What follows belongs to an exercise in optimizing a design on an open flow for small area, a short achievable clock period and few clock cycles; a production flow would make more cautious choices.
In this exercise RTL edits were held to simulation tests only and were not proved equivalent to the original.
Power figures rest on the tool's default switching activity, not on a simulated workload.

Design tm_core, start of the top module:
module tm_core (
    input  wire        clk,
    input  wire        rst,           
    input  wire [15:0] img_len,       
    output wire        mem_req,
    output wire        mem_we,
    output wire [15:0] mem_addr,
    output wire [15:0] mem_wdata,
    input  wire        mem_gnt,
    input  wire        mem_rvalid,
    input  wire [15:0] mem_rdata,
    output wire [1:0]  status,        
    output wire [2:0]  fault_kind,
    output wire        fault_write,
    output wire [15:0] fault_addr,
    output wire [15:0] ip_o,
    output wire [15:0] len_o
);
    localparam [2:0] F_TRUNC  = 3'd1,
                     F_INVOP  = 3'd2,
                     F_ACCESS = 3'd3,
                     F_DIVZ   = 3'd4,
                     F_MEMEX  = 3'd5,
                     F_ABNORM = 3'd6;
    localparam [2:0] K_OA = 3'd5,
                     K_OB = 3'd6,
                     K_X  = 3'd7;
    localparam [1:0] O_NONE = 2'd0,    
                     O_RAW  = 2'd1,    
                     O_RD   = 2'd2,    
                     O_VAL  = 2'd3;    
    localparam [2:0] X_RUN = 3'd0,     
                     X_MD  = 3'd1,     
                     X_WR  = 3'd2,     
                     X_WD  = 3'd3,     
                     X_FIX = 3'd4;     
    function [16:0] rca;               
        input [15:0] x;
        input [15:0] y;
  ...
Size in the first run: ~2600 cells after synthesis, roughly 200 flip-flops, ~120 I/O pins.
clock: 30.0 ns
lec_check: 0
cap_margin: 20
core_margin: 2
core_utilization: 40
place_density: 0.6
slew_margin: 20
standard.sh (not shown) runs the stock make flow with config.mk's settings and CLKGATE_MAP_FILE= SYNTH_SCRIPT=/design/flow/synth_recipe.tcl, a recipe that flattens the netlist after the stock synthesis.
==> flow/flow/run.sh <==
#!/bin/bash
set -euo pipefail
bash standard.sh SETUP_SLACK_MARGIN=22 "BUFFER_PORTS_ARGS=-buffer_cell sky130_fd_sc_hd__buf_2" finish > layout.log 2>&1
The starting point completed without violations.
Testbench counts at the start, summed over its fixed seeds: cycles 663,258.
Edit:
==> flow/flow/run.sh (replaced) <==
#!/bin/bash
set -euo pipefail
bash standard.sh SETUP_SLACK_MARGIN=22 "BUFFER_PORTS_ARGS=-buffer_cell sky130_fd_sc_hd__buf_4" finish > layout.log 2>&1
The new run passed the timing, design-rule and antenna checks.
Area after synthesis is unchanged.
Power came out higher slightly.
Via count came out higher slightly.
Edit:
- CORE_UTILIZATION: 40 -> 55
- PLACE_DENSITY: 0.6 -> 0.7
The new run completed with no timing, DRC or antenna violations.
Worst setup slack gets worse by 0.083 ns.
Power rose slightly.
Fmax came out lower slightly.
Combinational power hardly moves.
Wire length barely changes.
Cell area shrinks slightly.
Synthesized cell count is unchanged.
Global-route usage increases by 12 points.
Hold slack is worse by 0.020 ns.
Clock power goes up slightly.
Edit:
==> flow/flow/run.sh (replaced) <==
#!/bin/bash
set -euo pipefail
bash standard.sh SETUP_SLACK_MARGIN=22.7 "BUFFER_PORTS_ARGS=-buffer_cell sky130_fd_sc_hd__buf_4" finish > layout.log 2>&1
- CORE_UTILIZATION: 55 -> 40
- PLACE_DENSITY: 0.7 -> 0.6
Outcome:
- The changed run finished with timing, DRC and antenna clean
- setup slack is better by 0.52 ns
- utilization decreases by 14 points
- hold slack hardly moves
Edit:
==> flow/flow/run.sh (replaced) <==
#!/bin/bash
set -euo pipefail
bash standard.sh SETUP_SLACK_MARGIN=22.5 "BUFFER_PORTS_ARGS=-buffer_cell sky130_fd_sc_hd__buf_4" finish > layout.log 2>&1
Result:
- combinational power shrinks by 6.7%
- setup slack loses 0.083 ns
- cell count shrinks by 1.6%
- clock power shrinks by about 3%

Starting RTL as in the previous note.
export LEC_CHECK = 0
export CAP_MARGIN = 20
export CORE_MARGIN = 2
export CORE_UTILIZATION = 40
export PLACE_DENSITY = 0.6
export SLEW_MARGIN = 20
create_clock -name core_clock -period 30.0 [get_ports {clk}]
==> flow/flow/run.sh <==
#!/bin/bash
set -euo pipefail
bash standard.sh SETUP_SLACK_MARGIN=23 "BUFFER_PORTS_ARGS=-buffer_cell sky130_fd_sc_hd__buf_4" finish > layout.log 2>&1
The first run produced a clean layout.
Testbench counts at the start, summed over its fixed seeds: cycles 663,258.
Then changed:
==> flow/flow/run.sh (replaced) <==
#!/bin/bash
set -euo pipefail
bash standard.sh SETUP_SLACK_MARGIN=22.4 "BUFFER_PORTS_ARGS=-buffer_cell sky130_fd_sc_hd__buf_4" finish > layout.log 2>&1
Die area stays the same.
Via count goes down by 3.4%.
Hold slack is worse by 0.027 ns.
Routed wire length fell by 6.2%.

-- static timing again, ports no longer ideal --
The results above use ideal ports. As a check the final layouts listed here were re-extracted and re-timed, cells and wires unchanged.
Step 1, drivers: a clkbuf_16 drives clk and a buf_2 each remaining input, both assumed.
Step 2 also shifts input and output timing later by t, the mid clock arrival at the registers, as if the neighbouring blocks saw the same clock.
a / b / c = no drivers / after step 1 / after step 2; a / b = the first two.
run | t (ns) | setup slack, ns | worst data-port slew with drivers (ns) | cell pins on the clock port's net
the first run of note 1 | 0.615 | 22.084 / 22.118 / 21.503 | 0.04 | 1
the second run of note 1 | 0.619 | 22.185 / 22.185 / 21.602 | 0.04 | 1
the third run of note 1 | 0.626 | 22.102 / 22.138 / 21.512 | 0.04 | 1
the fourth run of note 1 | 0.629 | 22.625 / 22.561 / 22.126 | 0.05 | 1
the fifth run of note 1 | 0.608 | 22.542 / 22.485 / 22.064 | 0.04 | 1
the first run of note 2 | 0.611 | 22.706 / 22.654 / 22.245 | 0.06 | 1
the second run of note 2 | 0.633 | 22.411 / 22.361 / 21.814 | 0.04 | 1
After both steps every run listed still meets setup and hold. For the second run of note 2, which loses most, drivers alone change the setup slack by -0.050 ns; drivers and shift together by -0.597 ns.
